This is an optimization exercise on Yosys and OpenROAD, whose aim is small area, a short achievable clock period and few clock cycles, not a production implementation. Only simulation tests tie the RTL to the original design; equivalence was not proved.

Setup of job 101:
// stepstick_motion
module stepstick_motion (
    input  wire        clk,
    input  wire        rst,           
    input  wire        cmd_valid,
    output wire        cmd_ready,
    input  wire [1:0]  cmd_op,
    input  wire [31:0] cmd_arg,
    output reg         rsp_valid,
    output wire [7:0]  rsp_status,
    output wire [47:0] rsp_data
);
For scale: about 3300 cells after synthesis, about 210 flip-flops, ~95 I/O pins.
==> flow/config.mk <==
export PLATFORM = sky130hd
export DESIGN_NAME = stepstick_motion
export DESIGN_NICKNAME = stepstick_motion
export VERILOG_FILES = /design/flow/design.v
export SDC_FILE = /design/flow/constraint.sdc
export NUM_CORES = 4
export LEC_CHECK = 0
export CAP_MARGIN = 20
export CORE_MARGIN = 2
export CORE_UTILIZATION = 50
export PLACE_DENSITY = 0.7
export SETUP_SLACK_MARGIN = 2.5
export SLEW_MARGIN = 20
==> flow/constraint.sdc <==
create_clock -name core_clock -period 7.0 [get_ports {clk}]
set_input_delay 1.4000 -clock core_clock [delete_from_list [all_inputs] [get_ports {clk}]]
set_output_delay 1.4000 -clock core_clock [all_outputs]
set_load 0.01 [all_outputs]
run.sh (not shown) runs the stock make flow with config.mk's settings and CLKGATE_MAP_FILE= SYNTH_SCRIPT=/design/flow/synth_recipe.tcl, a recipe that flattens the netlist after the stock synthesis.
Job 101 has completed all stages; timing, DRC and antenna checks passed.
Testbench counts of job 101, summed over its fixed seeds: cycles 26,747.
--- input diff job 101..job 102 ---
- swapping 2.5 for 3.0 in SETUP_SLACK_MARGIN
- swapping 0.7 for 0.6 in PLACE_DENSITY
- swapping 50 for 40 in CORE_UTILIZATION
[summary]
- Result for job 101 and job 102: all clean
- In job 102, the site row count came out 12% above the value in job 101.
- Status: final worst hold slack parity (job 102, job 101)
- Re achievable frequency: job 101 was lower than job 102.
The following lists how job 103 was set up differently from job 102:
- changing SETUP_SLACK_MARGIN from 3.0 to 2.5
- changing PLACE_DENSITY from 0.6 to 0.7
- setting TNS_END_PERCENT to 5 for the first time
- changing CORE_UTILIZATION from 40 to 50
Job 103 did not stop at any stage, and its layout met the timing, design-rule and antenna checks. Delay of the slowest cell on the worst path for job 103: 0.13 ns down relative to job 102. Re number of DRC markers after the initial detailed-route iteration: job 102 and job 103 aren't equal, and the lower value belongs to job 103. Maximum clock frequency delta for job 103 relative to job 102: 1.8% lower. Job 103 vs job 102: headroom to the max-slew limit down. [job 103 vs job 102] shortest clock period the worst path allows after layout: higher in job 103. The arrival time of data at the critical path endpoint in job 103 sits 0.08 ns above the value recorded for job 102.
### job 103 -> job 104
- a change of PLACE_DENSITY from 0.7 to 0.75
- a change of CORE_UTILIZATION from 50 to 60
- a deleted TNS_END_PERCENT that had been 5
### Flow results
Job 104 ends up with a well-tap cell count that is 104 lower than in job 103.
The buffer count excluding the clock tree in the final layout of job 104 exceeds that of job 103 by about 3.5%.
Job 104: largest stage delay on the critical path 0.10 ns above job 103
Summary of job 104 over job 103: setup slack moved down, number of clock buffers in the layout went up, number of filler instances in the final layout fell by 1317, clock latency on the worst-skew pair now smaller, worst slack at placement now larger.
Horizontal extent of the die in job 104 is about 9% lower than in job 103
Compared with job 103, job 104 shows a lower area overhead of the layout relative to synthesis.

stepstick_motion, a different RTL version from the one above (not shown whole).
For scale: ~95 I/O pins, roughly 29,000 sq um of cells after synthesis.
==> flow/design.v (excerpt) <==
module stepstick_motion (
    input  wire        clk,
    input  wire        rst,           
    input  wire        cmd_valid,
    output wire        cmd_ready,
    input  wire [1:0]  cmd_op,
    input  wire [31:0] cmd_arg,
    output reg         rsp_valid,
    output wire [7:0]  rsp_status,
    output wire [47:0] rsp_data
);
clock: 7.0 ns
lec_check: 0
abc_area: 1
cap_margin: 30
core_margin: 2
core_utilization: 50
place_density: 0.7
setup_slack_margin: 3.0
slew_margin: 30
The first run produced a clean layout.
Testbench counts at the start, summed over its fixed seeds: cycles 26,747.
Edit:
- SETUP_SLACK_MARGIN: 3.0 -> 3.5
- wire length rises by 2.7%
- worst setup slack degrades by 59 ps
- area after synthesis is unchanged
- synthesized cell count is unchanged
- fmax falls by 1.5%
- cell area rises by 8.1%
Edit:
- SETUP_SLACK_MARGIN: 3.5 -> 2.5
After rerunning: The changed run passed the timing, design-rule and antenna checks; routed wire length goes down by 6.4%; clock skew goes up by 15 ps; cell count goes down by 3.1%; non-clock buffer count goes down by 153; core utilization goes down by 6.7 points.

[separate check: timing with driven ports]
How much do the figures lean on ideal ports? The routed layouts below were timed once more, with nothing changed but the port constraints. Step 1: set_driving_cell puts a clkbuf_16 on clk and a buf_2 on each other input, an assumption about the parent block. Step 2, shift: input delay + t, output delay - t, t = (earliest + latest rising clock arrival at the registers) / 2. This alone moves slack from input paths to output paths. Slacks: no drivers / after step 1 / after step 2; pairs: no drivers / after step 1.
| run | t (ns) | setup WS [ns] | worst hold slack (ns) | worst slew at a driven data input, ns | pins driven straight from the clock port |
|---|---|---|---|---|---|
| job 101 | 0.653 | 2.506 / 2.506 / 2.506 | 0.519 / 0.519 / 0.519 | 0.07 | 1 |
| job 102 | 0.640 | 2.537 / 2.537 / 2.537 | 0.520 / 0.520 / 0.520 | 0.05 | 1 |
| job 103 | 0.671 | 2.456 / 2.456 / 2.456 | 0.546 / 0.546 / 0.546 | 0.08 | 1 |
| job 104 | 0.643 | 2.416 / 2.416 / 2.416 | 0.529 / 0.529 / 0.529 | 0.05 | 1 |
| the first run of note 2 | 0.663 | 3.048 / 3.048 / 2.610 | 0.476 / 0.476 / 0.476 | 0.08 | 1 |
| the second run of note 2 | 0.636 | 2.989 / 2.989 / 2.989 | 0.474 / 0.474 / 0.474 | 0.06 | 1 |
| the third run of note 2 | 0.661 | 2.629 / 2.629 / 2.562 | 0.475 / 0.475 / 0.475 | 0.07 | 1 |
After both steps setup and hold are still met in every run listed. For the first run of note 2, which loses most, drivers alone change the setup slack by 0.000 ns; drivers and shift together by -0.438 ns.
